Background: an optimization exercise with open tools, aiming at small area, a short achievable clock period and few clock cycles. Do not read the settings as production practice. In this exercise RTL edits were held to simulation tests only and were not proved equivalent to the original. Power is estimated from default activity; no workload was simulated.

### flow/design.v
module xcc_fifo128 (
    input  wire        clk,
    input  wire        rst,
    input  wire        p_cmd_valid,
    input  wire [15:0] p_cmd,
    input  wire [31:0] p_mdata,
    output reg         p_rsp_valid,
    output reg  [15:0] p_rsp,
    input  wire        c_cmd_valid,
    input  wire [15:0] c_cmd,
    output reg         c_rsp_valid,
    output reg  [15:0] c_rsp
);
    localparam [2:0] ST_OK      = 3'd0;
    localparam [2:0] ST_FULL    = 3'd1;
    localparam [2:0] ST_EMPTY   = 3'd2;
    localparam [2:0] ST_ILLEGAL = 3'd7;
    localparam [3:0] C_RESERVED_OPCODE  = 4'd1;
    localparam [3:0] C_RESERVED_BITS    = 4'd2;
    localparam [3:0] C_ARG_RANGE        = 4'd3;
    localparam [3:0] C_NO_GRANT         = 4'd4;
    localparam [3:0] C_GRANT_OPEN       = 4'd5;
    localparam [3:0] C_GRANT_OVERRUN    = 4'd6;
    localparam [3:0] C_GRANT_INCOMPLETE = 4'd7;
    localparam [3:0] C_NO_VIEW          = 4'd8;
    localparam [3:0] C_VIEW_OPEN        = 4'd9;
    localparam [4:0] FRAME_LAST = 5'd29;
    reg  [7:0] mem [0:127];
    reg        w_en;             
    reg  [6:0] w_addr;
    reg  [7:0] w_data;
    always @(posedge clk) begin
        if (w_en)
            mem[w_addr] <= w_data;
    end
    reg  [7:0]  p_wbin;
    reg         p_gopen;
    reg  [7:0]  p_glen;
    reg  [7:0]  p_gcnt;
    reg         p_err;
    reg  [3:0]  p_ecause;
    reg  [15:0] p_ecmd;
    reg  [7:0]  p_fr;            
    reg  [7:0]  p_rel;           
    reg  [15:0] m_code;
    reg  [31:0] m_rot0, m_rot1, m_rot2;
    reg  [31:0] m_trans0, m_trans1, m_trans2;
    reg  [6:0]  m_vld;           
    reg         e_busy;
    reg  [4:0]  e_rem;           
    reg  [7:0]  c_rbin;
    reg         c_vopen;
    reg  [7:0]  c_vlen;
    reg         c_err;
    reg  [3:0]  c_ecause;
    reg  [15:0] c_ecmd;
    reg  [6:0]  r_pa;
    reg  [6:0]  r_pidx;
    reg         r_pvalid;
    reg         r_wait;          
    reg         r_ready;         
    wire       p_room    = (p_fr >= 8'd30);
    wire [7:0] p_fr_rel  = p_fr + p_rel;
    wire [7:0] p_wadd    = p_gopen ? p_glen : 8'd30;
    wire [7:0] p_wbin_add = p_wbin + p_wadd;
    wire [7:0] p_fr_sub  = p_fr_rel - p_wadd;
    wire [7:0] c_avail   = p_wbin - c_rbin;
    wire [7:0] c_avail_e = c_avail + 8'd30;
    wire [7:0] e_free_now = (p_fr > 8'd98) ? 8'd128 : p_fr + 8'd30;
    reg [7:0] fb_raw;
    reg       fb_vld;
    always @(*) begin
        fb_vld = 1'b1;
        case (e_rem)
            5'd29: fb_raw = 8'hAA;
            5'd28: begin fb_raw = m_code[7:0];     fb_vld = m_vld[0]; end
            5'd27: begin fb_raw = m_code[15:8];    fb_vld = m_vld[0]; end
            5'd26: begin fb_raw = m_rot0[7:0];     fb_vld = m_vld[1]; end
            5'd25: begin fb_raw = m_rot0[15:8];    fb_vld = m_vld[1]; end
            5'd24: begin fb_raw = m_rot0[23:16];   fb_vld = m_vld[1]; end
            5'd23: begin fb_raw = m_rot0[31:24];   fb_vld = m_vld[1]; end
            5'd22: begin fb_raw = m_rot1[7:0];     fb_vld = m_vld[2]; end
            5'd21: begin fb_raw = m_rot1[15:8];    fb_vld = m_vld[2]; end
            5'd20: begin fb_raw = m_rot1[23:16];   fb_vld = m_vld[2]; end
            5'd19: begin fb_raw = m_rot1[31:24];   fb_vld = m_vld[2]; end
            5'd18: begin fb_raw = m_rot2[7:0];     fb_vld = m_vld[3]; end
            5'd17: begin fb_raw = m_rot2[15:8];    fb_vld = m_vld[3]; end
            5'd16: begin fb_raw = m_rot2[23:16];   fb_vld = m_vld[3]; end
            5'd15: begin fb_raw = m_rot2[31:24];   fb_vld = m_vld[3]; end
            5'd14: begin fb_raw = m_trans0[7:0];   fb_vld = m_vld[4]; end
            5'd13: begin fb_raw = m_trans0[15:8];  fb_vld = m_vld[4]; end
            5'd12: begin fb_raw = m_trans0[23:16]; fb_vld = m_vld[4]; end
            5'd11: begin fb_raw = m_trans0[31:24]; fb_vld = m_vld[4]; end
            5'd10: begin fb_raw = m_trans1[7:0];   fb_vld = m_vld[5]; end
            5'd9:  begin fb_raw = m_trans1[15:8];  fb_vld = m_vld[5]; end
            5'd8:  begin fb_raw = m_trans1[23:16]; fb_vld = m_vld[5]; end
            5'd7:  begin fb_raw = m_trans1[31:24]; fb_vld = m_vld[5]; end
            5'd6:  begin fb_raw = m_trans2[7:0];   fb_vld = m_vld[6]; end
            5'd5:  begin fb_raw = m_trans2[15:8];  fb_vld = m_vld[6]; end
            5'd4:  begin fb_raw = m_trans2[23:16]; fb_vld = m_vld[6]; end
            5'd3:  begin fb_raw = m_trans2[31:24]; fb_vld = m_vld[6]; end
            default: fb_raw = 8'h55;
        endcase
    end
    wire [7:0] frame_next = fb_raw & {8{fb_vld}};
    wire [3:0] p_op  = p_cmd[15:12];
    wire [3:0] p_rsv = p_cmd[11:8];
    wire [7:0] p_arg = p_cmd[7:0];
    wire p_rz  = (p_rsv == 4'd0);
    wire p_az  = (p_arg == 8'd0);
    wire p_nz  = p_rz && p_az;                     
    wire p_mhz = (p_mdata[31:16] == 16'd0);
    wire p_gfull = (p_gcnt == p_glen);
    wire p_is_g = (p_op == 4'h1);
    wire p_is_p = (p_op == 4'h2);
    wire p_is_c = (p_op == 4'h3);
    wire p_is_x = (p_op == 4'h4);
    wire p_is_l = (p_op == 4'h8);
    wire p_is_e = (p_op == 4'h9);
    wire p_is_s = (p_op == 4'hF);
    wire p_ok_g = p_is_g && p_rz && !p_gopen && !p_az && (p_arg <= 8'd128);
    wire p_ok_p = p_is_p && p_rz && p_gopen && !p_gfull;
    wire p_ok_c = p_is_c && p_nz && p_gopen && p_gfull;
    wire p_ok_x = p_is_x && p_nz && p_gopen;
    wire p_ok_l = p_is_l && p_rz && (p_arg <= 8'd6) && (!p_az || p_mhz);
    wire p_ok_e = p_is_e && p_nz && !p_gopen;
    wire p_ok_s = p_is_s && p_rz && (p_arg <= 8'd5);
    wire p_illegal = !(p_ok_g || p_ok_p || p_ok_c || p_ok_x || p_ok_l || p_ok_e || p_ok_s);
    reg  [3:0] p_cause;
    always @(*) begin
        p_cause = C_RESERVED_OPCODE;
        if (p_is_g || p_is_p || p_is_l || p_is_s) begin
            if (!p_rz)                          p_cause = C_RESERVED_BITS;
            else if (p_is_g && p_gopen)         p_cause = C_GRANT_OPEN;
            else if (p_is_p && !p_gopen)        p_cause = C_NO_GRANT;
            else if (p_is_p)                    p_cause = C_GRANT_OVERRUN;
            else                                p_cause = C_ARG_RANGE;
        end else if (p_is_c || p_is_x || p_is_e) begin
            if (!p_nz)                          p_cause = C_RESERVED_BITS;
            else if (p_is_e)                    p_cause = C_GRANT_OPEN;
            else if (!p_gopen)                  p_cause = C_NO_GRANT;
            else                                p_cause = C_GRANT_INCOMPLETE;
        end
    end
    wire p_take  = p_cmd_valid && !e_busy;
    wire p_full  = p_arg > p_fr;                   
    wire p_grant = p_take && p_ok_g && !p_full;
    wire p_put   = p_take && p_ok_p;
    wire p_cmt   = p_take && p_ok_c;
    wire p_cncl  = p_take && p_ok_x;
    wire p_ld    = p_take && p_ok_l;
    wire p_emit  = p_take && p_ok_e;
    wire e_start = p_emit && p_room;
    wire e_last  = e_busy && e_rem == 5'd0;
    reg [7:0] p_status_data;
    always @(*) begin
        case (p_arg[2:0])
            3'd0:    p_status_data = {p_err, 2'b00, p_gopen, p_ecause & {4{p_err}}};
            3'd1:    p_status_data = p_ecmd[7:0] & {8{p_err}};
            3'd2:    p_status_data = p_ecmd[15:8] & {8{p_err}};
            3'd3:    p_status_data = p_fr;
            3'd4:    p_status_data = p_glen;
            default: p_status_data = p_gcnt;
        endcase
    end
    reg [7:0] p_rdata;
    reg [2:0] p_rst;
    always @(*) begin
        p_rst = ST_OK;
        case (p_op)
            4'h1:    begin p_rdata = p_fr; if (p_full) p_rst = ST_FULL; end
            4'h2:    p_rdata = p_glen - p_gcnt - 8'd1;
            4'h3:    p_rdata = p_glen;
            4'h4:    p_rdata = p_gcnt;
            4'h8:    p_rdata = p_arg;
            4'h9:    begin p_rdata = p_fr; p_rst = ST_FULL; end
            default: p_rdata = p_status_data;
        endcase
        if (p_illegal) begin
            p_rdata = {4'd0, p_cause};
            p_rst   = ST_ILLEGAL;
        end
        if (e_busy) begin
            p_rdata = e_free_now;
            p_rst   = ST_OK;
        end
    end
    always @(posedge clk) begin
        p_rsp <= {p_rdata, 5'b00000, p_rst};
    end
    always @(posedge clk) begin
        if (p_ld) begin
            case (p_arg[2:0])
                3'd0: m_code   <= p_mdata[15:0];
                3'd1: m_rot0   <= p_mdata;
                3'd2: m_rot1   <= p_mdata;
                3'd3: m_rot2   <= p_mdata;
                3'd4: m_trans0 <= p_mdata;
                3'd5: m_trans1 <= p_mdata;
                default: m_trans2 <= p_mdata;
            endcase
        end
    end
    always @(posedge clk) begin
        if (!p_err) begin
            p_ecause <= p_cause;
            p_ecmd   <= p_cmd;
        end
    end
    always @(posedge clk) begin
        if (rst) begin
            p_wbin      <= 8'd0;
            p_gopen     <= 1'b0;
            p_glen      <= 8'd0;
            p_gcnt      <= 8'd0;
            p_err       <= 1'b0;
            p_fr        <= 8'd128;
            m_vld       <= 7'd0;
            e_busy      <= 1'b0;
            w_en        <= 1'b0;
            p_rsp_valid <= 1'b0;
        end else begin
            p_rsp_valid <= e_busy ? e_last : (p_cmd_valid && !e_start);
            w_en        <= e_start || p_put || (e_busy && !e_last);
            p_fr        <= p_fr_rel;
            if (p_take && p_illegal)
                p_err <= 1'b1;
            if (p_ld)
                m_vld[p_arg[2:0]] <= 1'b1;
            if (p_grant) begin
                p_gopen <= 1'b1;
                p_glen  <= p_arg;
                p_gcnt  <= 8'd0;
            end
            if (p_put)
                p_gcnt  <= p_gcnt + 8'd1;
            if (p_cmt || p_cncl) begin
                p_gopen <= 1'b0;
                p_glen  <= 8'd0;
                p_gcnt  <= 8'd0;
            end
            if (p_cmt) begin
                p_wbin  <= p_wbin_add;
                p_fr    <= p_fr_sub;
            end
            if (p_emit && !p_room)
                m_vld   <= 7'd0;
            if (e_start) begin
                p_wbin  <= p_wbin_add;
                p_fr    <= p_fr_sub;
                e_busy  <= 1'b1;
                e_rem   <= FRAME_LAST;
            end
            if (e_busy) begin
                e_rem   <= e_rem - 5'd1;
                if (e_last) begin
                    e_busy <= 1'b0;
                    m_vld  <= 7'd0;
                end
            end
        end
    end
    always @(posedge clk) begin
        if (e_busy) begin
            w_addr <= w_addr + 7'd1;
            w_data <= frame_next;
        end else begin
            w_addr <= p_is_e ? p_wbin[6:0] : p_wbin[6:0] + p_gcnt[6:0];
            w_data <= p_is_e ? 8'hAA : p_arg;
        end
    end
    wire [3:0] c_op  = c_cmd[15:12];
    wire [3:0] c_rsv = c_cmd[11:8];
    wire [7:0] c_arg = c_cmd[7:0];
    wire c_rz  = (c_rsv == 4'd0);
    wire c_nz  = (c_cmd[11:0] == 12'd0);           
    wire c_is_t = (c_op == 4'h1);
    wire c_is_p = (c_op == 4'h2);
    wire c_is_r = (c_op == 4'h3);
    wire c_is_s = (c_op == 4'hF);
    wire c_ok_t = c_is_t && c_nz && !c_vopen;
    wire c_ok_p = c_is_p && c_rz && c_vopen && (c_arg < c_vlen);
    wire c_ok_r = c_is_r && c_rz && c_vopen && (c_arg <= c_vlen);
    wire c_ok_s = c_is_s && c_rz && (c_arg <= 8'd4);
    wire c_illegal = !(c_ok_t || c_ok_p || c_ok_r || c_ok_s);
    reg  [3:0] c_cause;
    always @(*) begin
        c_cause = C_RESERVED_OPCODE;
        if (c_is_t) begin
            if (!c_nz)                          c_cause = C_RESERVED_BITS;
            else                                c_cause = C_VIEW_OPEN;
        end else if (c_is_p || c_is_r || c_is_s) begin
            if (!c_rz)                          c_cause = C_RESERVED_BITS;
            else if (!c_is_s && !c_vopen)       c_cause = C_NO_VIEW;
            else                                c_cause = C_ARG_RANGE;
        end
    end
    reg [7:0] c_status_data;
    always @(*) begin
        case (c_arg[2:0])
            3'd0:    c_status_data = {c_err, 2'b00, c_vopen, c_ecause & {4{c_err}}};
            3'd1:    c_status_data = c_ecmd[7:0] & {8{c_err}};
            3'd2:    c_status_data = c_ecmd[15:8] & {8{c_err}};
            3'd3:    c_status_data = c_avail;
            default: c_status_data = c_vlen;
        endcase
    end
    wire [127:0] r_sel = 128'd1 << r_pa;
    wire [7:0]   r_grp [0:15];
    genvar gi;
    generate
        for (gi = 0; gi < 16; gi = gi + 1) begin : g_grp
            xcc_fifo128_ao8 u_ao (
                .d0(mem[8*gi]),   .d1(mem[8*gi+1]), .d2(mem[8*gi+2]), .d3(mem[8*gi+3]),
                .d4(mem[8*gi+4]), .d5(mem[8*gi+5]), .d6(mem[8*gi+6]), .d7(mem[8*gi+7]),
                .s(r_sel[8*gi +: 8]), .y(r_grp[gi]));
        end
    endgenerate
    wire [7:0] r_mem = r_grp[0]  | r_grp[1]  | r_grp[2]  | r_grp[3]  |
                       r_grp[4]  | r_grp[5]  | r_grp[6]  | r_grp[7]  |
                       r_grp[8]  | r_grp[9]  | r_grp[10] | r_grp[11] |
                       r_grp[12] | r_grp[13] | r_grp[14] | r_grp[15];
    wire       r_fwd   = w_en && (w_addr == r_pa);
    wire       r_hit   = r_pvalid && (c_arg[6:0] == r_pidx);
    wire       r_done  = r_wait && r_ready;
    wire [7:0] c_rbin_arg = c_rbin + c_arg;
    wire c_take = c_cmd_valid && !r_wait;
    wire c_try  = c_take && c_ok_t;
    wire c_peek = c_take && c_ok_p;
    wire c_rel  = c_take && c_ok_r;
    wire c_open = c_try && (e_start || c_avail != 8'd0);
    wire [7:0] c_tavail = e_start ? c_avail_e : c_avail;
    wire c_mem = (r_wait || (c_is_p && !c_illegal)) && !r_fwd;
    reg [7:0] c_rdata;
    reg [2:0] c_rst;
    always @(*) begin
        c_rst = ST_OK;
        case (c_op)
            4'h1:    begin c_rdata = c_tavail; if (!e_start && c_avail == 8'd0) c_rst = ST_EMPTY; end
            4'h2:    c_rdata = w_data;
            4'h3:    c_rdata = c_arg;
            default: c_rdata = c_status_data;
        endcase
        if (c_illegal) begin
            c_rdata = {4'd0, c_cause};
            c_rst   = ST_ILLEGAL;
        end
        if (r_wait) begin
            c_rdata = w_data;
            c_rst   = ST_OK;
        end
    end
    always @(posedge clk) begin
        c_rsp <= {c_mem ? r_mem : c_rdata, 5'b00000, c_rst};
    end
    always @(posedge clk) begin
        if (!c_err) begin
            c_ecause <= c_cause;
            c_ecmd   <= c_cmd;
        end
    end
    always @(posedge clk) begin
        if (r_done || (c_peek && r_hit)) begin
            r_pa   <= r_pa + 7'd1;
            r_pidx <= r_pidx + 7'd1;
        end else if (c_peek) begin
            r_pa   <= c_rbin_arg[6:0];
            r_pidx <= c_arg[6:0];
        end else if (c_try) begin
            r_pa   <= c_rbin[6:0];
            r_pidx <= 7'd0;
        end
    end
    always @(posedge clk) begin
        if (rst) begin
            c_rbin      <= 8'd0;
            c_vopen     <= 1'b0;
            c_vlen      <= 8'd0;
            c_err       <= 1'b0;
            r_pvalid    <= 1'b0;
            r_wait      <= 1'b0;
            r_ready     <= 1'b0;
            p_rel       <= 8'd0;
            c_rsp_valid <= 1'b0;
        end else begin
            c_rsp_valid <= r_wait ? r_ready : (c_cmd_valid && !(c_peek && !r_hit));
            r_ready     <= r_wait && !r_ready && !e_busy;
            p_rel       <= c_rel ? c_arg : 8'd0;
            if (c_take && c_illegal)
                c_err <= 1'b1;
            if (c_try)
                r_pvalid <= !e_busy;
            if (c_open) begin
                c_vopen <= 1'b1;
                c_vlen  <= c_tavail;
            end
            if (c_peek && !r_hit)
                r_wait  <= 1'b1;
            if (r_done) begin
                r_wait   <= 1'b0;
                r_pvalid <= 1'b1;
            end
            if (c_rel) begin
                c_rbin   <= c_rbin_arg;
                c_vopen  <= 1'b0;
                c_vlen   <= 8'd0;
                r_pvalid <= 1'b0;
            end
        end
    end
endmodule
module xcc_fifo128_ao8 (
    input  wire [7:0] d0, d1, d2, d3, d4, d5, d6, d7,
    input  wire [7:0] s,
    output wire [7:0] y
);
    assign y = (d0 & {8{s[0]}}) | (d1 & {8{s[1]}}) | (d2 & {8{s[2]}}) | (d3 & {8{s[3]}}) |
               (d4 & {8{s[4]}}) | (d5 & {8{s[5]}}) | (d6 & {8{s[6]}}) | (d7 & {8{s[7]}});
endmodule
### flow/flow/run.sh
#!/bin/bash
# The standard layout (the standard.sh, standard synthesis included),
# with the port buffers that buffer_ports inserts made buf_4 cells instead
# of the weakest buffer it picks by default. Every port still gets its own
# buffer. make's full output goes to standard_flow.log here; ORFS's own
# per-step logs are under orfs/logs.
set -euo pipefail
export BUFFER_PORTS_ARGS="-buffer_cell sky130_fd_sc_hd__buf_4"
bash standard.sh "BUFFER_PORTS_ARGS=-buffer_cell sky130_fd_sc_hd__buf_4" finish > standard_flow.log 2>&1
### flow/standard.sh
#!/bin/bash
# synth_recipe.tcl (not shown) runs the flow's synth.tcl, then flattens the netlist and writes it again
# the make line also repeats each setting of config.mk as NAME=value (left out here)
make -C /OpenROAD-flow-scripts/flow DESIGN_CONFIG=/design/flow/config.mk WORK_HOME=/design/flow/orfs CLKGATE_MAP_FILE= SYNTH_SCRIPT=/design/flow/synth_recipe.tcl "${@:-finish}"
### flow/config.mk
export PLATFORM = sky130hd
export DESIGN_NAME = xcc_fifo128
export DESIGN_NICKNAME = xcc_fifo128
export VERILOG_FILES = /design/flow/design.v
export SDC_FILE = /design/flow/constraint.sdc
export NUM_CORES = 4
export LEC_CHECK = 0
export CAP_MARGIN = 20
export CORE_MARGIN = 2
export CORE_UTILIZATION = 40
export CTS_BUF_LIST = sky130_fd_sc_hd__clkbuf_8
export SETUP_SLACK_MARGIN = 4.7
export SLEW_MARGIN = 20
export SYNTH_HIERARCHICAL = 1
export SYNTH_MINIMUM_KEEP_SIZE = 0
export TNS_END_PERCENT = 5
### flow/constraint.sdc
create_clock -name core_clock -period 7.0 [get_ports {clk}]
set_input_delay 1.4000 -clock core_clock [delete_from_list [all_inputs] [get_ports {clk}]]
set_output_delay 1.4000 -clock core_clock [all_outputs]
set_load 0.01 [all_outputs]
==> summary.md, run 1 <==
| Metric | Value |
|---|---|
| Share of layout cells above drive strength 1 | between 20% and 30% |
| Worst clock skew | 0.0505 ns |
| Grt ovf | 0 |
| Buffers on Ports | 91 |
| Most used DFF post-synth | edfxtp_1 |
| Fin crit period | about 3.2 ns |
| Starting density of the core | roughly two fifths |
| CTS tree | yes |
| Relative slew margins | between 20% and 30% |
| Vias | 37,500 |
| Iter 0 DRT Violations | 4,670 |
| Outcome | complete, no violations |
| Setup crit start | r_pa[0] |
| Setup-failing EPs final | 0 |
| CTS root buf | clkbuf_8 |
| Slew Viols, Final | 0 |
| Worst Path Buf+Inv | 2 |
| Drt drc | 0 |
| Sequential element share of the synthesized area | between 70% and 80% |
| Worst Setup EP | c_rsp[15] |
| Htree depth | 4 |
| VDD IR-drop max | between 0.15 and 0.2 mV |
| Largest net degree at the start of global routing | 94 |
| Vias in the first global route | 36,200 |
| Synth warnings | 7 |
| TNS Setup | 0 ns |
| First-pass GRT wire length | 243,000 um |
| Synth top area share | between 60% and 70% |
| Die height | around 380 um |
| DR WL/cell | between 20 and 30 um |
| RSZ-0062 raised after global routing | yes |
| Worst min path class | reg2reg |
| R2r worst-path depth | 13 |
| Full die area | ~150,000 um2 |
| Clk slew on worst S/H paths | about 0.06 ns |
| R2r startpoint | r_pa[0] |
| Clock buffer count from CTS | between 200 and 250 |
| Post-DP HPWL | approximately 100,000 um |
| Met2 WL post-DR | 78,600 um |
| Num Clock Sinks | ~1,400 |
| Pwr dens | between 200 and 250 nW/um2 |
| Area grow syn2layout | 19.9% |
| Top Metal Used | met5 |
| CP Class | reg2reg |
| Fmax | roughly 310 MHz |
| Fin crit share | between 40% and 50% |
| Final Net Count | around 4,400 |
| CP max FO | 8 |
| CP Depth | 13 |
| Slowest CP cell | edfxtp_1 |
| Synth area leaders | edfxtp_1 68%, a22oi_1 7.5%, dfxtp_1 3.8% |
| M1 wire length | 67,800 um |
| Async SR Flop Fraction | 0% |
| I/O pin count | roughly 100 |
| Rows | ~140 |
| CP peak stage delay | approximately 0.48 ns |
| Initial antenna violation count | 9 |
| Fill cells | 11,900 |
| Total of max-cap violations | 0 |
| Cell accounting for the most synthesized area | edfxtp_1 |
| Worst slew pin tran | 1.05 ns |
| Metal3 WL | between 15,000 and 20,000 um |
| Post-route ant nets | 0 |
| Post-synthesis cell type count | 92 |
| Worst setup EP type | flip-flop |
| Clock buffer depth | 3 |
| Synth cell count leaders | 1,289 x edfxtp_1, 569 x a22oi_1, 379 x nor2_1, 168 x clkbuf_1, 165 x nand4_1 |
| Post-synth EDFFs | ~1,300 |
| Vias per cell | around 5.9 |
| Worst setup SP type | flip-flop |
| Synthesized cell area | roughly 57,000 um2 |
| Overall Global Routing Usage | roughly 22% |
| Total wire length | ~170,000 um |
| Global placement routability congestion | around 0.9 |
| First-pass DRT Iterations | 8 |
| Core Region | ~140,000 um2 |
| Most common cell in the netlist | edfxtp_1 |
| Hold Slack | roughly 0.47 ns |
| Worst EP required | about 8 ns |
| Avg Cell Area, Syn | 14.4 um2 |
| Worst R2R Setup Slack | between 3 and 4 ns |
| Register bit total from synthesis | 1,398 |
| Clk latency of the worst-skew pair | 0.96 ns |
| Chip width | ~380 um |
| Critical path cell sequence | buf_4, ha_4, nand2_2, buf_12, nor2_2, a22oi_2, nand4_1, nor4_4, nand4_1, nand2_2, o21ai_1, nor3_1, nor3_1 |
| Synthesized instance count | between 3,000 and 4,000 |
| Fin. Hold Viols | 0 |
| R2r endpoint | c_rsp[15] |
| CP delay by family, top | simple AND/OR/NAND/NOR gates |
| CP arrival | between 4 and 5 ns |
| Leakage | approximately 0.022 uW |
## routing by layer
metal / up-vias / track usage [%]
met5: - / 0
met4: 6 / 8.24
met3: 347 / 4.64
met2: 1945 / 35.3
met1: 18800 / 30.9
li1: 16300 / -
## layout make-up
type                    count  area (um2)  share of cell area [%]
diodes                      8        20.0                  0.0293
clock buffers             218        3000                    4.40
clock inverters           169         898                    1.32
inverters                  87         338                   0.495
multi-input cells        2216       17400                    25.5
flip-flops and latches   1398       41000                    60.0
well taps                1890        2360                    3.47
repair buffers            337        3270                    4.79
## worst register-to-register path, stage by stage, from the launching register on
cell,delay [ns]
edfxtp_1,0.48
buf_4,0.19
ha_4,0.19
nand2_2,0.10
buf_12,0.17
nor2_2,0.13
a22oi_2,0.20
nand4_1,0.28
nor4_4,0.46
nand4_1,0.35
nand2_2,0.19
o21ai_1,0.07
nor3_1,0.18
nor3_1,0.06
## per-module statistics from Yosys (local to each module, per instance)
module,flip-flops and latches,times used,cell area [um2],cells
xcc_fifo128,1398,1,51800,3181
xcc_fifo128_ao8,0,16,320,48
## report_power, final
group          leakage, uW  internal [uW]  switching (uW)
Sequential          0.0125           9160            69.0
Combinational      0.00719            115             253
Clock              0.00227           3080            3210
Total               0.0220          12400            3530
## logic make-up after synthesis
logic type	count (synthesis)	share of synthesized area, %
adder cells (fa/ha/maj)	96	2.20
XOR/XNOR	67	1.03
other	1	0.00659
AO/OA/AOI/OAI	976	12.5
multiplexers	55	0.980
buffers and inverters	349	2.43
flip-flops	1398	71.8
AND/OR/NAND/NOR	1007	8.98
## per-stage QoR
stage | setup slack, ns | std cells | instance area, um2 | total power, uW | utilization [%]
3_5_place_dp | 2.63 | 5730 | 59600 | 9720 | 42.1
5_1_grt | 3.81 | 6320 | 68200 | 16400 | 48.2
3_3_place_gp | 2.60 | 5729 | 59500 | 9720 | 42.1
6_report | 3.81 | 6323 | 68200 | 15900 | 48.2
2_1_floorplan | 3.62 | 3958 | 57000 | 9530 | -
4_1_cts | 3.97 | 6286 | 67600 | 16000 | 47.8
## registers in the layout, indices dropped and copies added (netlist names), 8 cells and up
signal,flops
m_trans0,32
m_trans1,32
m_rot1,32
w_data,8
c_rsp,10
p_glen,8
m_code,16
mem,1024
p_wbin,8
p_rsp,10
m_rot2,32
m_rot0,32
p_rel,8
p_ecmd,16
m_trans2,32
c_ecmd,16
c_vlen,8
p_fr,8
p_gcnt,8
c_rbin,8
## repair_timing
action                                   CTS  global route
gates resized for setup                  564            81
endpoints found under the setup margin  1296          1486
pin swaps                                181            67
endpoints found under the hold margin      0             0
cloned                                     7             2
setup buffers                            162            27
hold buffers                               0             0
## cells in the final DEF (no fill, tap or decap), types with 17 or more instances in the layout
master	Yosys	layout
edfxtp_1	1289	1289
a22oi_1	569	513
nor2_1	379	261
buf_4	15	253
clkbuf_8	0	218
nand4_1	165	165
inv_1	87	150
nand2_1	143	117
nor2_2	0	93
dfxtp_1	109	78
a21oi_1	83	72
ha_1	89	61
a22oi_2	0	56
o21ai_0	74	54
clkinv_1	0	50
mux2i_1	49	46
nand3_1	60	46
xnor2_1	47	43
buf_12	0	40
buf_6	1	36
nor4_4	3	34
nor3_1	39	31
a22o_1	31	31
nor2b_1	36	30
clkinv_2	0	28
nor2_4	1	26
ha_4	0	26
a221oi_1	28	22
a31oi_1	23	21
xor2_1	20	18
a21o_1	17	17
## worst min path at each step
stage,startpoint,endpoint,cells past startpoint
after floorplan,m_vld[5],m_vld[5],2
after global placement,m_vld[6],m_vld[6],2
after detailed placement,m_vld[6],m_vld[6],2
after CTS,m_vld[6],m_vld[6],2
after global routing,p_wbin[0],p_wbin[0],2
final,m_vld[5],m_vld[5],2
Testbench counts, summed over its fixed seeds: cycles 6,942.
==> inputs of run 2 (changes only) <==
--- a/flow/config.mk
+++ b/flow/config.mk
@@ -8,7 +8,7 @@
 export CAP_MARGIN = 20
 export CORE_MARGIN = 2
-export CORE_UTILIZATION = 40
+export CORE_UTILIZATION = 55
 export CTS_BUF_LIST = sky130_fd_sc_hd__clkbuf_8
-export SETUP_SLACK_MARGIN = 4.7
+export SETUP_SLACK_MARGIN = 4.3
 export SLEW_MARGIN = 20
 export SYNTH_HIERARCHICAL = 1
==> summary.md, run 2 <==
| Metric | Value |
|---|---|
| Worst R2R Setup Slack | 3.93 ns (+0.12 ns) |
| Post-synth EDFFs | 1,289 (unchanged) |
| Fin crit period | 3.07 ns (-0.124 ns) |
| Met2 Resource Use GR | 52.7% (+17 points) |
| Clk slew on worst S/H paths | 0.07 ns (about the same) |
| Hold Startpoint | m_vld[6] |
| Starting density of the core | 55.2% (+15 points) |
| GR Util met1 | 41.2% (+10 points) |
| Sequential element share of the synthesized area | 71.8% (unchanged) |
| CTS tree | yes |
| Commonest non-fill, non-tap cell in the layout | edfxtp_1 |
| Drt drc | 0 (unchanged) |
| TNS Setup | 0 ns (unchanged) |
| Num Clock Sinks | 1,398 (unchanged) |
| Register bit total from synthesis | 1,398 (unchanged) |
| CP Class | reg2reg |
| Overall Global Routing Usage | 31.6% (+9.2 points) |
| Worst slew pin tran | 1.19 ns (+0.132 ns) |
| Pwr dens | 247 nW/um2 (+6.1%) |
| Outcome | complete, no violations |
| Final Net Count | 4,324 (-2.0%) |
| Fill cells | 7,634 (-36%) |
| CP arrival | 3.83 ns (-0.20 ns) |
| Worst Setup EP | c_rsp[15] |
| R2r worst-path depth | 12 (-1) |
| Setup-failing EPs final | 0 (unchanged) |
| Most common cell in the netlist | edfxtp_1 |
| Global placement routability congestion | 0.921 (+2.1%) |
| Hold buffer count at cts | 0 (unchanged) |
| Htree depth | 4 (unchanged) |
| Relative slew margins | 20.9% (-8.8 points) |
| CTS root buf | clkbuf_8 |
| GRT met3 Usage | 5.55% (+0.91 points) |
| Worst EP required | 7.76 ns (-0.08 ns) |
| Share of layout cells above drive strength 1 | 20.5% (-3.8 points) |
| Buffers on Ports | 91 (unchanged) |
| Clock buffer count from CTS | 218 (+3.8%) |
| Worst setup EP type | flip-flop |
| Area grow syn2layout | 15.9% |
| CP max FO | 8 (unchanged) |
| FF+latch area | 40,900 um2 (about the same) |
| Reg with most FFs | mem |
| Critical path cell sequence | ha_4, ha_4, nand2b_4, nor2_1, a22oi_2, nand4_1, nor4_4, nand4_1, nand2_2, o21ai_1, nor3_1, nor3_1 |
| Largest register FFs | 1,024 (unchanged) |
| Synth cell count leaders | 1,289 x edfxtp_1, 569 x a22oi_1, 379 x nor2_1, 168 x clkbuf_1, 165 x nand4_1 |
| Leading cell types in the layout, fill and taps excluded | 1,289 x edfxtp_1, 532 x a22oi_1, 271 x nor2_1, 224 x clkbuf_8, 209 x buf_4 |
| Fin crit share | 43.8% (-1.8 points) |
| CP peak stage delay | 0.51 ns (+0.03 ns) |
| Fin. Hold Viols | 0 (unchanged) |
| RSZ-0062 raised after global routing | yes |
| Iter 0 DRT Violations | 4,911 (+5.2%) |
| R2r startpoint | r_pa[1] |
| Synth warnings | 7 (unchanged) |
| Worst clock skew | 0.0613 ns (+0.0108 ns) |
| Multi-input gate area | 16,600 um2 (-4.5%) |
| Synth top area share | 68.0% (unchanged) |
| VDD IR-drop max | 0.175 mV (+1.6%) |
| Fmax | 326 MHz (+4.0%) |
| Worst setup SP type | flip-flop |
| Clk latency of the worst-skew pair | 0.91 ns (-0.05 ns) |
| R2r endpoint | c_rsp[15] |
| Placed cells | 5,227 (-8.8%) |
| Vias in the first global route | 36,500 (+0.87%) |
| Chip width | 326 um (-15%) |
| Rows | 118 (-14%) |
| Leakage | 0.0213 uW (-3.0%) |
| Grt ovf | 0 (unchanged) |
| Core Region | 103,000 um2 (-27%) |
| Setup crit start | r_pa[1] |
| Slowest CP cell | nor4_4 |
| DR WL/cell | 29.5 um (+11%) |
| Vias per cell | 6.49 (+9.5%) |
| First-pass GRT wire length | 245,000 um (+0.60%) |
| First-pass DRT Iterations | 9 (+1) |
| Total wire length | 169,000 um (+1.0%) |
| Post-DP HPWL | 108,000 um (+5.5%) |
| Synth area leaders | edfxtp_1 68%, a22oi_1 7.5%, dfxtp_1 3.8% |
| Initial antenna violation count | 3 (-6) |
| Finished Layout Cells | 5,738 (-9.3%) |
| Full die area | 106,000 um2 (-27%) |
| Cell accounting for the most synthesized area | edfxtp_1 |
| Post-synthesis cell type count | 92 (unchanged) |
| Slew Viols, Final | 0 (unchanged) |
| Synthesized cell area | 56,900 um2 (unchanged) |
| Avg Cell Area, Syn | 14.4 um2 (unchanged) |
| Total of max-cap violations | 0 (unchanged) |
| Clock buffer depth | 3 (unchanged) |
| Async SR Flop Fraction | 0% (unchanged) |
| Most used DFF post-synth | edfxtp_1 |
| Min-Delay Path Depth | 2 (unchanged) |
| Synthesized instance count | 3,949 (unchanged) |
| Vias | 37,200 (-0.67%) |
| GRT busiest layer | met2 |
| Die height | 326 um (-15%) |
| Largest net degree at the start of global routing | 78 (-17%) |
| Post-route ant nets | 0 (unchanged) |
| I/O pin count | 102 (unchanged) |
| Worst min path class | reg2reg |
-- run 2: cell counts after synthesis --
No cell type changed its count.
-- run 2: repair_timing --
action | in CTS | in global routing
pin swaps | 90 | 42
gates cloned | 5 | 0
endpoints found under the setup margin | 1215 | 1156
resized for setup | 359 | 54
setup buffers | 63 | 25
-- run 2: stage by stage --
| step | setup slack (ns) | hold WS [ns] | total power [uW] | util [%] | instance area [um2] |
|---|---|---|---|---|---|
| floorplan | 3.62 | 0.436 | 9530 | - | 57000 |
| global placement | 2.23 | 0.450 | 9710 | 57.2 | 58900 |
| detailed placement | 2.61 | 0.470 | 9720 | 57.3 | 59100 |
| CTS | 4.06 | 0.484 | 16400 | 63.6 | 65500 |
| global route | 3.88 | 0.510 | 16800 | 64.0 | 66000 |
| finish | 3.93 | 0.481 | 16300 | 64.0 | 66000 |
-- run 2: layout make-up --
cell class / instances / share of cell area, %
Sequential cell: 1398 / 62.0
Multi-Input combinational cell: 2216 / 25.1
Clock buffer: 224 / 4.67
Timing Repair Buffer: 239 / 3.16
Tap cell: 1380 / 2.62
Clock inverter: 191 / 1.84
Inverter: 87 / 0.518
Antenna cell: 3 / 0.0114
-- run 2: logic make-up after synthesis --
logic type	after synthesis	synth area share (%)
DFF	1398	71.8
and+or+nand+nor	1007	8.98
AOI/OAI and AO/OA	976	12.5
buffers and inverters	349	2.43
adders and majority gates	96	2.20
xor gates and xnor gates	67	1.03
muxes	55	0.980
other	1	0.00659
-- run 2: worst max-delay path, delay by kind of cell (launching register included) --
| family | cells | cell delay, ns |
|---|---|---|
| adder cells (fa/ha/maj) | 2 | 0.44 |
| AO/OA/AOI/OAI | 2 | 0.33 |
| flip-flops | 1 | 0.50 |
| AND/OR/NAND/NOR | 8 | 1.68 |
-- run 2: worst min-delay path by stage --
stage	to	slack (ns)
global placement	m_vld[6]	0.45
detailed placement	m_vld[2]	0.47
floorplan	m_vld[5]	0.44
finish	m_vld[6]	0.48
global route	m_vld[2]	0.51
CTS	m_vld[2]	0.48
-- run 2: Yosys stat by module, one instance, submodules excluded --
module	copies in the design	flops+latches	area, um2	cells
xcc_fifo128	1	1398	51800	3181
xcc_fifo128_ao8	16	0	320	48
-- run 2: layer usage --
| metal | vias to the layer above | wire length (um) |
|---|---|---|
| met2 | 1969 | 83100 |
| met1 | 18700 | 65100 |
| li1 | 16200 | - |
| met5 | - | 13 |
| met3 | 410 | 13700 |
| met4 | 2 | 7450 |
-- run 2: report_power, final --
part           total, uW  internal, uW  switching, uW
Clock               6740          3510           3230
Combinational        337          93.1            244
Sequential          9230          9160           71.6
Total              16300         12800           3550
==> inputs of run 3 (changes only) <==
--- a/flow/config.mk
+++ b/flow/config.mk
@@ -6,10 +6,10 @@
 export NUM_CORES = 4
 export LEC_CHECK = 0
-export CAP_MARGIN = 20
+export CAP_MARGIN = 5
 export CORE_MARGIN = 2
 export CORE_UTILIZATION = 55
 export CTS_BUF_LIST = sky130_fd_sc_hd__clkbuf_8
 export SETUP_SLACK_MARGIN = 4.3
-export SLEW_MARGIN = 20
+export SLEW_MARGIN = 5
 export SYNTH_HIERARCHICAL = 1
 export SYNTH_MINIMUM_KEEP_SIZE = 0
==> summary.md, run 3 <==
| Metric | Value |
|---|---|
| Met2 WL post-DR | 82,300 um (-0.93%) |
| R2r worst-path depth | 12 (unchanged) |
| Reg with most FFs | mem |
| Synth cell count leaders | 1,289 x edfxtp_1, 569 x a22oi_1, 379 x nor2_1, 168 x clkbuf_1, 165 x nand4_1 |
| Synth warnings | 7 (unchanged) |
| CP peak stage delay | 0.55 ns (+0.04 ns) |
| Largest net degree at the start of global routing | 78 (unchanged) |
| CTS root buf | clkbuf_8 |
| CP delay by family, top | simple AND/OR/NAND/NOR gates |
| CP max FO | 9 (+1) |
| Post-synthesis cell type count | 92 (unchanged) |
| CP arrival | 3.91 ns (+0.08 ns) |
| Clock buffer count from CTS | 215 (-1.4%) |
| Finished Layout Cells | 5,715 (-0.40%) |
| Area grow syn2layout | 15.6% |
| Post-route ant nets | 0 (unchanged) |
| Min-Delay Path Depth | 2 (unchanged) |
| Starting density of the core | 55.2% (unchanged) |
| Leading cell types in the layout, fill and taps excluded | 1,289 x edfxtp_1, 529 x a22oi_1, 285 x nor2_1, 219 x clkbuf_8, 211 x buf_4 |
| Pwr dens | 245 nW/um2 (-0.77%) |
| First-pass GRT wire length | 245,000 um (about the same) |
| Worst Path Buf+Inv | 2 (+2) |
| Async SR Flop Fraction | 0% (unchanged) |
| VDD IR-drop max | 0.176 mV (+0.68%) |
| Synthesized cell area | 56,900 um2 (unchanged) |
| Clock buffer depth | 3 (unchanged) |
| I/O pin count | 102 (unchanged) |
| Drt drc | 0 (unchanged) |
| Leakage | 0.0213 uW (about the same) |
| Clk latency of the worst-skew pair | 0.93 ns (+0.02 ns) |
| Initial antenna violation count | 3 (unchanged) |
| Design Area, Final | 65,800 um2 (-0.25%) |
| Synth area leaders | edfxtp_1 68%, a22oi_1 7.5%, dfxtp_1 3.8% |
| Synth top area share | 68.0% (unchanged) |
| Grt ovf | 0 (unchanged) |
| Worst setup SP type | flip-flop |
| Hold Startpoint | m_vld[6] |
| Total wire length | 169,000 um (-0.49%) |
| Slowest CP cell | edfxtp_1 |
| Full die area | 106,000 um2 (unchanged) |
| Share of layout cells above drive strength 1 | 19.9% (-0.59 points) |
| Relative slew margins | 20.2% (-0.71 points) |
| Global placement routability congestion | 0.921 (unchanged) |
| Total of max-cap violations | 0 (unchanged) |
| Total design power | 16,100 uW (-1.0%) |
| TNS Setup | 0 ns (unchanged) |
| CP Class | reg2reg |
| Vias in the first global route | 36,500 (+0.12%) |
| Outcome | complete, no violations |
| Fmax | 319 MHz (-2.2%) |
| Metal3 WL | 13,100 um (-3.7%) |
| Register bit total from synthesis | 1,398 (unchanged) |
| Setup-failing EPs final | 0 (unchanged) |
| Num Clock Sinks | 1,398 (unchanged) |
| Worst slew pin tran | 1.19 ns (+0.00624 ns) |
| Most common cell in the netlist | edfxtp_1 |
| Fin. Hold Viols | 0 (unchanged) |
| Rows | 118 (unchanged) |
| Critical path cell sequence | or3b_4, buf_12, buf_4, nor2_4, a22oi_1, nand4_1, nor4_4, nand4_1, nand2_2, o21ai_1, nor3_1, nor3_1 |
| Cell Area, Placed | 59,000 um2 (-0.11%) |
| Placed cells | 5,223 (-0.077%) |
| Hold endpoint | m_vld[6] |
| Hold buffer count at cts | 0 (unchanged) |
| Slew Viols, Final | 0 (unchanged) |
| Top Metal Used | met4 |
| Overall Global Routing Usage | 31.5% (-0.11 points) |
| Fin crit share | 44.8% (+0.98 points) |
| R2r startpoint | r_pa[4] |
| Vias per cell | 6.48 (about the same) |
| Avg Cell Area, Syn | 14.4 um2 (unchanged) |
| Htree depth | 4 (unchanged) |
| Chip width | 326 um (unchanged) |
| RSZ-0062 raised after global routing | yes |
| Worst min path class | reg2reg |
| Util after Layout | 63.9% (-0.16 points) |
| Vias | 37,100 (-0.44%) |
| Most used DFF post-synth | edfxtp_1 |
| Core Region | 103,000 um2 (unchanged) |
| Post-DP HPWL | 108,000 um (+0.13%) |
| Largest register FFs | 1,024 (unchanged) |
| Iter 0 DRT Violations | 4,419 (-10%) |
| Final Net Count | 4,321 (-0.069%) |
| Worst EP required | 7.78 ns (+0.02 ns) |
| Commonest non-fill, non-tap cell in the layout | edfxtp_1 |
| First-pass DRT Iterations | 7 (-2) |
| Sequential element share of the synthesized area | 71.8% (unchanged) |
| Clk slew on worst S/H paths | 0.07 ns (about the same) |
| Worst R2R Setup Slack | 3.86 ns (-0.07 ns) |
| M1 wire length | 65,800 um (+1.1%) |
| Synthesized instance count | 3,949 (unchanged) |
| Fin crit period | 3.14 ns (+0.0683 ns) |
| Worst setup EP type | flip-flop |
| Die height | 326 um (unchanged) |
| R2r endpoint | c_rsp[15] |
| DR WL/cell | 29.5 um (about the same) |
| Worst clock skew | 0.0504 ns (-0.0109 ns) |
| Post-synth EDFFs | 1,289 (unchanged) |
| CTS tree | yes |
| Buffers on Ports | 91 (unchanged) |
| Cell accounting for the most synthesized area | edfxtp_1 |
[run 3: where the power goes]
part	switching, uW	leakage (uW)	internal, uW	total (uW)
logic	242	0.00646	91.2	333
clock network	3200	0.00237	3370	6580
registers	71.6	0.0125	9160	9230
[run 3: metrics by stage]
| stage | worst slack, ns | hold slack, ns |
|---|---|---|
| 6_report | 3.86 | 0.476 |
| 5_1_grt | 3.86 | 0.504 |
| 4_1_cts | 3.96 | 0.481 |
| 3_5_place_dp | 2.64 | 0.465 |
| 3_3_place_gp | 2.23 | 0.450 |
| 2_1_floorplan | 3.62 | 0.436 |
[run 3: per-module statistics from Yosys (local to each module, per instance)]
module / cell area [um2] / cells / times used / flops+latches
xcc_fifo128: 51800 / 3181 / 1 / 1398
xcc_fifo128_ao8: 320 / 48 / 16 / 0
[run 3: how the worst max path moves through the flow]
stage | slack [ns] | cells past startpoint | start | end
final | 3.86 | 12 | r_pa[4] | c_rsp[15]
after global routing | 3.86 | 13 | r_pa[0] | c_rsp[15]
after CTS | 3.96 | 13 | r_pa[0] | c_rsp[15]
after detailed placement | 2.64 | 12 | r_pa[0] | c_rsp[15]
after global placement | 2.23 | 12 | r_pa[0] | c_rsp[15]
after floorplan | 3.62 | 8 | p_cmd[6] | p_rsp[9]
[run 3: worst reg2reg max path, delay by kind of cell (launching register included)]
family / cells / cell delay (ns)
DFF: 1 / 0.55
buffers and inverters: 2 / 0.29
AOI/OAI and AO/OA: 2 / 0.29
and+or+nand+nor: 8 / 1.92
[run 3: cell families (layout without fill, tap and decap cells)]
kind of cell / count (synthesis) / after routing / share of synthesized area [%]
simple gates: 1007 / 1007 / 8.98
mux: 55 / 55 / 0.980
xor+xnor: 67 / 67 / 1.03
flops: 1398 / 1398 / 71.8
buf+inv: 349 / 723 / 2.43
other cells: 1 / 11 / 0.00659
fa+ha+maj: 96 / 96 / 2.20
compound gates: 976 / 978 / 12.5
[run 3: layout make-up]
| type | count | area, um2 |
|---|---|---|
| Antenna cell | 1 | 2.50 |
| Clock buffer | 219 | 3010 |
| Clock inverter | 175 | 1130 |
| Fill cell | 7640 | 37200 |
| Inverter | 87 | 338 |
| Multi-Input combinational cell | 2213 | 16500 |
| Sequential cell | 1398 | 40900 |
| Tap cell | 1380 | 1730 |
| Timing Repair Buffer | 242 | 2120 |
[run 3: repair_timing]
item	4_1_cts	5_1_grt
pin swaps	109	12
setup buffers	82	13
endpoints found under the setup margin	1197	1313
gates cloned	2	0
resized for setup	355	42
[run 3: layer usage]
layer | global-route usage [%] | up-vias
li1 | - | 16100
met1 | 41.3 | 18600
met2 | 52.3 | 1969
met3 | 5.33 | 388
met4 | 13.6 | 0
met5 | 0 | -
==> inputs of run 4 (changes only) <==
--- a/flow/config.mk
+++ b/flow/config.mk
@@ -6,10 +6,10 @@
 export NUM_CORES = 4
 export LEC_CHECK = 0
-export CAP_MARGIN = 5
+export CAP_MARGIN = 20
 export CORE_MARGIN = 2
-export CORE_UTILIZATION = 55
+export CORE_UTILIZATION = 40
 export CTS_BUF_LIST = sky130_fd_sc_hd__clkbuf_8
 export SETUP_SLACK_MARGIN = 4.3
-export SLEW_MARGIN = 5
+export SLEW_MARGIN = 20
 export SYNTH_HIERARCHICAL = 1
 export SYNTH_MINIMUM_KEEP_SIZE = 0
==> summary.md, run 4 <==
| Metric | Value |
|---|---|
| Worst slew pin tran | 1.04 ns (-0.157 ns) |
| Core Region | 141,000 um2 (+37%) |
| Worst Setup EP | c_rsp[15] |
| Fin. Hold Viols | 0 (unchanged) |
| CP arrival | 3.87 ns (-0.04 ns) |
| Post-route ant nets | 0 (unchanged) |
| Largest register FFs | 1,024 (unchanged) |
| Synth cell count leaders | 1,289 x edfxtp_1, 569 x a22oi_1, 379 x nor2_1, 168 x clkbuf_1, 165 x nand4_1 |
| Placed cells | 5,729 (+9.7%) |
| Rows | 138 (+17%) |
| Synth area leaders | edfxtp_1 68%, a22oi_1 7.5%, dfxtp_1 3.8% |
| Num Clock Sinks | 1,398 (unchanged) |
| Overall Global Routing Usage | 22.3% (-9.2 points) |
| Slew Viols, Final | 0 (unchanged) |
| Synth top area share | 68.0% (unchanged) |
| Leakage | 0.0212 uW (-0.52%) |
| CTS tree | yes |
| Vias | 37,000 (-0.022%) |
| R2r endpoint | c_rsp[15] |
| CP max FO | 8 (-1) |
| Top Metal Used | met5 |
| RSZ-0062 raised after global routing | yes |
| Sequential element share of the synthesized area | 71.8% (unchanged) |
| Finished Layout Cells | 6,222 (+8.9%) |
| Setup crit start | r_pa[0] |
| Fin crit period | 3.05 ns (-0.0900 ns) |
| DR WL/cell | 26.6 um (-9.7%) |
| R2r worst-path depth | 12 (unchanged) |
| Final Net Count | 4,330 (+0.21%) |
| Worst R2R Setup Slack | 3.95 ns (+0.09 ns) |
| Most frequent CP cell | nand4_1 |
| Leading cell types in the layout, fill and taps excluded | 1,289 x edfxtp_1, 520 x a22oi_1, 275 x nor2_1, 216 x buf_4, 213 x clkbuf_8 |
| Vias per cell | 5.95 (-8.2%) |
| Met2 WL post-DR | 77,200 um (-6.3%) |
| Clock buffer depth | 3 (unchanged) |
| Async SR Flop Fraction | 0% (unchanged) |
| Area grow syn2layout | 16.9% |
| Clk slew on worst S/H paths | 0.07 ns (about the same) |
| Avg Cell Area, Syn | 14.4 um2 (unchanged) |
| Cell Area, Placed | 59,500 um2 (+0.91%) |
| CP peak stage delay | 0.47 ns (-0.08 ns) |
| CP Class | reg2reg |
| Hold Slack | 0.468 ns (-0.00802 ns) |
| Chip width | 381 um (+17%) |
| Initial antenna violation count | 5 (+2) |
| Clock buffer count from CTS | 211 (-1.9%) |
| Full die area | 145,000 um2 (+37%) |
| Vias in the first global route | 36,000 (-1.4%) |
| Pwr dens | 237 nW/um2 (-3.3%) |
| Buffers on Ports | 91 (unchanged) |
| Htree depth | 4 (unchanged) |
| VDD IR-drop max | 0.172 mV (-2.5%) |
| Fmax | 328 MHz (+3.0%) |
| CP delay by family, top | simple AND/OR/NAND/NOR gates |
| Grt ovf | 0 (unchanged) |
| CP Depth | 12 (unchanged) |
| Setup-failing EPs final | 0 (unchanged) |
| Global placement routability congestion | 0.912 (-0.97%) |
| Synthesized cell area | 56,900 um2 (unchanged) |
| Most used DFF post-synth | edfxtp_1 |
| M1 wire length | 68,200 um (+3.6%) |
| Register bit total from synthesis | 1,398 (unchanged) |
| Critical path cell sequence | buf_6, ha_4, nand2_8, nor2_1, a22oi_1, nand4_1, nor4_4, nand4_1, nand2_1, o21ai_0, a31oi_1, nor3_1 |
| Post-synthesis cell type count | 92 (unchanged) |
| Die height | 381 um (+17%) |
| Worst Path Buf+Inv | 1 (-1) |
| Clk latency of the worst-skew pair | 0.94 ns (about the same) |
| Cell accounting for the most synthesized area | edfxtp_1 |
| Outcome | complete, no violations |
| Worst EP required | 7.82 ns (+0.04 ns) |
| Iter 0 DRT Violations | 4,603 (+4.2%) |
| Reg with most FFs | mem |
| R2r startpoint | r_pa[0] |
| TNS Setup | 0 ns (unchanged) |
| Post-DP HPWL | 103,000 um (-4.8%) |
| Total wire length | 166,000 um (-1.7%) |
| Total design power | 15,800 uW (-2.3%) |
| Hold buffer count at cts | 0 (unchanged) |
| Worst clock skew | 0.0622 ns (+0.0118 ns) |
| Fin crit share | 43.5% (-1.3 points) |
| Commonest non-fill, non-tap cell in the layout | edfxtp_1 |
| Drt drc | 0 (unchanged) |
| First-pass GRT wire length | 242,000 um (-1.2%) |
| Worst setup EP type | flip-flop |
| Synth warnings | 7 (unchanged) |
| Metal3 WL | 14,300 um (+8.4%) |
| CTS root buf | clkbuf_8 |
| Worst min path class | reg2reg |
| First-pass DRT Iterations | 6 (-1) |
| Starting density of the core | 40.2% (-15 points) |
| Share of layout cells above drive strength 1 | 21.0% (+1.1 points) |
| Synthesized instance count | 3,949 (unchanged) |
| Relative slew margins | 30.9% (+11 points) |
| Total of max-cap violations | 0 (unchanged) |
| Worst setup SP type | flip-flop |
| I/O pin count | 102 (unchanged) |
| Design Area, Final | 66,500 um2 (+1.1%) |
| Largest net degree at the start of global routing | 83 (+6.4%) |
| Slowest CP cell | edfxtp_1 |
| Post-synth EDFFs | 1,289 (unchanged) |
| Most common cell in the netlist | edfxtp_1 |
run 4: cell counts after synthesis:
No cell type changed its count.
run 4: worst min-delay path by stage:
stage,from,to,slack [ns],depth (start not counted)
floorplan,m_vld[5],m_vld[5],0.44,2
global placement,m_vld[2],m_vld[2],0.45,2
detailed placement,m_vld[2],m_vld[2],0.46,2
CTS,m_vld[2],m_vld[2],0.47,2
global route,m_vld[2],m_vld[2],0.51,2
finish,m_vld[2],m_vld[2],0.47,2
run 4: Yosys stat by module, one instance, submodules excluded:
module	flip-flops and latches	times used	cell area (um2)	cells
xcc_fifo128	1398	1	51800	3181
xcc_fifo128_ao8	0	16	320	48
run 4: through the flow:
stage | utilization [%] | worst slack, ns
detailed placement | 42.1 | 2.80
global placement | 42.1 | 2.68
CTS | 46.6 | 4.03
global route | 47.0 | 3.98
floorplan | - | 3.62
finish | 47.0 | 3.95
run 4: report_power, final:
group | internal (uW) | switching, uW | total, uW
registers | 9160 | 66.6 | 9220
clock network | 3020 | 3190 | 6210
logic | 92.9 | 247 | 340
run 4: timing repair:
item,in CTS,in global routing
setup buffers,81,28
gates resized for setup,357,94
cloned,5,0
setup endpoints to repair,770,1099
pin swaps,104,32
run 4: worst min-delay path: cells and delay by family (launching register included):
kind	cells	cell delay (ns)
flip-flops	1	0.32
AO/OA/AOI/OAI	1	0.04
AND/OR/NAND/NOR	1	0.07
run 4: cells by family after synthesis:
group | synth area share, %
XOR/XNOR | 1.03
flip-flops | 71.8
AO/OA/AOI/OAI | 12.5
adder cells (fa/ha/maj) | 2.20
multiplexers | 0.980
AND/OR/NAND/NOR | 8.98
other | 0.00659
buffers and inverters | 2.43
run 4: cell type report:
cell class	instances	area, um2
diodes	3	7.51
inverters	87	338
multi-input cells	2216	16800
clock buffers	213	2930
well taps	1890	2360
flip-flops and latches	1398	40900
repair buffers	252	2220
clock inverters	163	885
fillers	12200	74900
run 4: layer usage:
layer | global-route usage, % | vias up
li1 | - | 16100
met1 | 30.6 | 18700
met2 | 35.0 | 1891
met3 | 4.60 | 364
met4 | 8.12 | 2
met5 | 0 | -
==> inputs of run 5 (changes only) <==
--- a/flow/design.v
+++ b/flow/design.v
@@ -49,4 +49,5 @@
     reg         e_busy;
     reg  [4:0]  e_rem;           
+    reg  [7:0]  e_free;          
     reg  [7:0]  c_rbin;
     reg         c_vopen;
@@ -67,5 +68,4 @@
     wire [7:0] c_avail   = p_wbin - c_rbin;
     wire [7:0] c_avail_e = c_avail + 8'd30;
-    wire [7:0] e_free_now = (p_fr > 8'd98) ? 8'd128 : p_fr + 8'd30;
     reg [7:0] fb_raw;
     reg       fb_vld;
@@ -182,5 +182,5 @@
         end
         if (e_busy) begin
-            p_rdata = e_free_now;
+            p_rdata = e_free;
             p_rst   = ST_OK;
         end
@@ -251,4 +251,5 @@
                 e_busy  <= 1'b1;
                 e_rem   <= FRAME_LAST;
+                e_free  <= p_fr;
             end
             if (e_busy) begin
==> summary.md, run 5 <==
| Metric | Value |
|---|---|
| Pwr dens | 244 nW/um2 (+2.9%) |
| Slowest CP cell | nor4_4 |
| Fmax | 317 MHz (-3.4%) |
| Starting density of the core | 40.2% (about the same) |
| Clk latency of the worst-skew pair | 0.96 ns (+0.02 ns) |
| Leading cell types in the layout, fill and taps excluded | 1,297 x edfxtp_1, 503 x a22oi_1, 316 x nor2_1, 227 x clkbuf_8, 224 x buf_4 |
| Rows | 138 (unchanged) |
| Global placement routability congestion | 0.913 (+0.14%) |
| Share of power burned in registers | 56.6% (-1.9 points) |
| Post-synthesis cell type count | 89 (-3.3%) |
| Async SR Flop Fraction | 0% (unchanged) |
| Fin crit period | 3.15 ns (+0.108 ns) |
| Most used DFF post-synth | edfxtp_1 |
| Cell Area, Placed | 59,400 um2 (-0.17%) |
| Initial antenna violation count | 2 (-3) |
| Cell accounting for the most synthesized area | edfxtp_1 |
| First-pass DRT Iterations | 6 (unchanged) |
| Worst EP required | 7.84 ns (+0.02 ns) |
| Largest net degree at the start of global routing | 86 (+3.6%) |
| Drt drc | 0 (unchanged) |
| Design Area, Final | 67,200 um2 (+0.97%) |
| CTS root buf | clkbuf_8 |
| Share of layout cells above drive strength 1 | 22.4% (+1.4 points) |
| CP peak stage delay | 0.58 ns (+0.11 ns) |
| Outcome | complete, no violations |
| Slew Viols, Final | 0 (unchanged) |
| R2r startpoint | r_pa[0] |
| Area grow syn2layout | 18.2% |
| Worst setup EP type | flip-flop |
| Combinational Power Share | 2.0% (-0.2 points) |
| Vias | 37,300 (+0.66%) |
| CP max FO | 8 (unchanged) |
| Post-Synth XOR/XNOR Area | 1.29% (+0.26 points) |
| CP Depth | 10 (-2) |
| Synthesized cell area | 56,800 um2 (-0.13%) |
| Synth Area in Compound Gates | 12.2% (-0.31 points) |
| Chip width | 381 um (about the same) |
| Clock buffer depth | 3 (unchanged) |
| Leakage | 0.0216 uW (+1.6%) |
| Synth cell count leaders | 1,297 x edfxtp_1, 566 x a22oi_1, 416 x nor2_1, 162 x nand4_1, 146 x clkbuf_1 |
| Post-Synth Adder-Cell Area | 2.16% (-0.041 points) |
| Iter 0 DRT Violations | 4,868 (+5.8%) |
| Core Region | 141,000 um2 (-0.12%) |
| Avg Cell Area, Syn | 14.5 um2 (+0.66%) |
| Vias in the first global route | 36,000 (-0.13%) |
| Net Switching | 3600 uW (+2.8%) |
| Clock buffer count from CTS | 215 (+1.9%) |
| Setup-failing EPs final | 0 (unchanged) |
| R2r worst-path depth | 10 (-2) |
| Hold Startpoint | e_free[1] |
| Mux share of post-synthesis cell area | 1.31% (+0.33 points) |
| Most common cell in the netlist | edfxtp_1 |
| CP delay by family, top | simple AND/OR/NAND/NOR gates |
| Synth top area share | 68.5% (+0.51 points) |
| Fin crit share | 45.1% (+1.5 points) |
| DR WL/cell | 26.9 um (+0.94%) |
| First-pass GRT wire length | 242,000 um (+0.21%) |
| Grt ovf | 0 (unchanged) |
| Largest family of logic cells by synthesized area | compound AO/OA/AOI/OAI gates |
| CTS tree | yes |
| Htree depth | 4 (unchanged) |
| Die height | 381 um (about the same) |
| CP Class | reg2reg |
| Relative slew margins | 29.9% (-1.1 points) |
| Total design power | 16,400 uW (+3.8%) |
| Post-DP HPWL | 104,000 um (+1.5%) |
| Clk slew on worst S/H paths | 0.07 ns (about the same) |
| Overall Global Routing Usage | 22.5% (+0.17 points) |
| Synthesized instance count | 3,918 (-0.79%) |
| Largest register FFs | 1,024 (unchanged) |
| Num Clock Sinks | 1,406 (+0.57%) |
| I/O pin count | 102 (unchanged) |
| Worst slew pin tran | 1.05 ns (+0.0116 ns) |
| Setup crit start | r_pa[0] |
| Buffers on Ports | 91 (unchanged) |
| CP arrival | 4.00 ns (+0.13 ns) |
| Worst Path Buf+Inv | 1 (unchanged) |
| Synth Area in Simple Gates | 8.40% (-0.59 points) |
| Most frequent CP cell | nand4_1 |
| Internal | 12,800 uW (+4.1%) |
| Clock network power share | 41.4% (+2.0 points) |
| Worst setup SP type | flip-flop |
| Synth area leaders | edfxtp_1 69%, a22oi_1 7.5%, dfxtp_1 3.8% |
| RSZ-0062 raised after global routing | yes |
| Full die area | 145,000 um2 (-0.13%) |
| VDD IR-drop max | 0.162 mV (-5.7%) |
| Fin. Hold Viols | 0 (unchanged) |
| Min-Delay Path Depth | 2 (unchanged) |
| Vias per cell | 5.97 (+0.25%) |
| Synth warnings | 7 (unchanged) |
| Total of max-cap violations | 0 (unchanged) |
| Post-synth EDFFs | 1,297 (+0.62%) |
| Critical path cell sequence | inv_2, ha_4, nand2_8, nor2_4, a22oi_2, nand4_1, nor4_4, nand4_1, a21oi_2, o41ai_2 |
| Pre-CTS WS | 2.69 ns (-0.117 ns) |
| Final Net Count | 4,342 (+0.28%) |
| Fill cells | 12,200 (+0.52%) |
| Post-route ant nets | 0 (unchanged) |
| Total wire length | 168,000 um (+1.4%) |
| TNS Setup | 0 ns (unchanged) |
| Worst clock skew | 0.0725 ns (+0.0102 ns) |
| Reg with most FFs | mem |
| Register bit total from synthesis | 1,406 (+0.57%) |
| Worst min path class | reg2reg |
| Hold Slack | 0.457 ns (-0.0103 ns) |
| Commonest non-fill, non-tap cell in the layout | edfxtp_1 |
| Setup WS post-layout | 3.85 ns (-0.108 ns) |
| Sequential element share of the synthesized area | 72.4% (+0.52 points) |
| Net Sw Frac | 22.0% (-0.21 points) |
## run 5: cell count changes after synthesis, moves of 8 or more
cell      change
nor2_1       +37
edfxtp_1      +8
a21boi_0      -9
mux2i_1      +12
xnor2_1      +17
a32oi_1      +10
nor4bb_1     -11
o211ai_1      -9
a22o_1        -8
a31oi_1       -9
o21a_1        -9
a221oi_1     -11
clkbuf_1     -22
## run 5: cell families (layout without fill, tap and decap cells)
| kind of cell | Yosys count | in the layout |
|---|---|---|
| DFF | 1406 | 1406 |
| and+or+nand+nor | 985 | 991 |
| AOI/OAI and AO/OA | 953 | 954 |
| buffers and inverters | 323 | 745 |
| adders and majority gates | 94 | 94 |
| xor gates and xnor gates | 84 | 84 |
| muxes | 72 | 72 |
| other | 1 | 12 |
## run 5: timing repair
action | 4_1_cts | 5_1_grt
hold buffers | 0 | 0
endpoints found under the setup margin | 944 | 980
setup buffers | 88 | 45
pin swaps | 120 | 89
resized for setup | 350 | 147
cloned | 6 | 1
## run 5: Yosys stat by module (local to each module, per instance)
module,flops+latches,cell area (um2)
xcc_fifo128_ao8,0,320
xcc_fifo128,1406,51700
## run 5: per-stage QoR
stage | utilization [%] | instances
after detailed placement | 42.1 | 5713
after global placement | 42.1 | 5712
after CTS | 46.8 | 6200
after global routing | 47.6 | 6247
after floorplan | - | 3927
final | 47.6 | 6248
## run 5: area by class of cell
type / count / area, um2 / area share (%)
sequential: 1406 / 41200 / 61.3
multi-input combinational: 2205 / 16600 / 24.6
clock buffer: 227 / 3120 / 4.65
timing repair buffer: 270 / 2430 / 3.62
tap: 1890 / 2360 / 3.52
clock inverter: 166 / 1160 / 1.73
inverter: 82 / 330 / 0.492
antenna: 2 / 5.00 / 0.00745
## run 5: power by group through the flow
| stage | logic, uW | registers [uW] | clock network, uW |
|---|---|---|---|
| 3_5_place_dp | 295 | 9460 | 0 |
| 2_1_floorplan | 109 | 9460 | 0 |
| 5_1_grt | 342 | 9280 | 7240 |
| 4_1_cts | 303 | 9280 | 6890 |
| 6_report | 320 | 9280 | 6780 |
| 3_3_place_gp | 292 | 9460 | 0 |
## run 5: per-layer routing
layer	up-vias	global-route usage, %	wire (um)
met5	-	0	0
met4	0	8.86	6540
met3	401	5.21	18000
met2	2133	34.0	75600
met1	18700	31.4	67800
li1	16100	-	-
## run 5: worst paths after layout
check                            endpoint  slack (ns)
worst max register to register  c_rsp[15]        3.85
worst max-delay path            c_rsp[15]        3.85
worst min register to register   p_rsp[9]        0.46
worst min-delay path             p_rsp[9]        0.46
## run 5: worst reg2reg max path: stages (launching register included)
cell	delay, ns
edfxtp_1	0.52
inv_2	0.13
ha_4	0.24
nand2_8	0.19
nor2_4	0.11
a22oi_2	0.23
nand4_1	0.38
nor4_4	0.58
nand4_1	0.30
a21oi_2	0.26
o41ai_2	0.09
Testbench counts of run 5, summed over its fixed seeds: cycles 6,942.

[re-timing with driven ports]
No port has a modelled driver above. Below, the same layouts with a new extraction and two added sets of constraints.
Step 1 sets driving cells, clkbuf_16 on the clock port and buf_2 on the other inputs (assumed; they add their load-dependent delay and slew).
Step 2, shift: input delay + t, output delay - t, t = (earliest + latest rising clock arrival at the registers) / 2. This alone moves slack from input paths to output paths.
Slacks: ideal ports / drivers / drivers and shift; pairs: ideal ports / drivers.
run	t (ns)	setup WS [ns]	latest minus earliest clock arrival (ns)
run 1	1.014	3.809 / 3.809 / 3.092	0.057 / 0.058
run 2	0.946	3.933 / 3.933 / 3.161	0.065 / 0.066
run 3	0.978	3.864 / 3.864 / 3.035	0.053 / 0.053
run 4	0.986	3.954 / 3.954 / 3.124	0.074 / 0.073
run 5	0.990	3.846 / 3.846 / 3.077	0.083 / 0.084
After both steps every run listed still meets setup and hold. For run 4, which loses most, drivers alone change the setup slack by 0.000 ns; drivers and shift together by -0.830 ns.
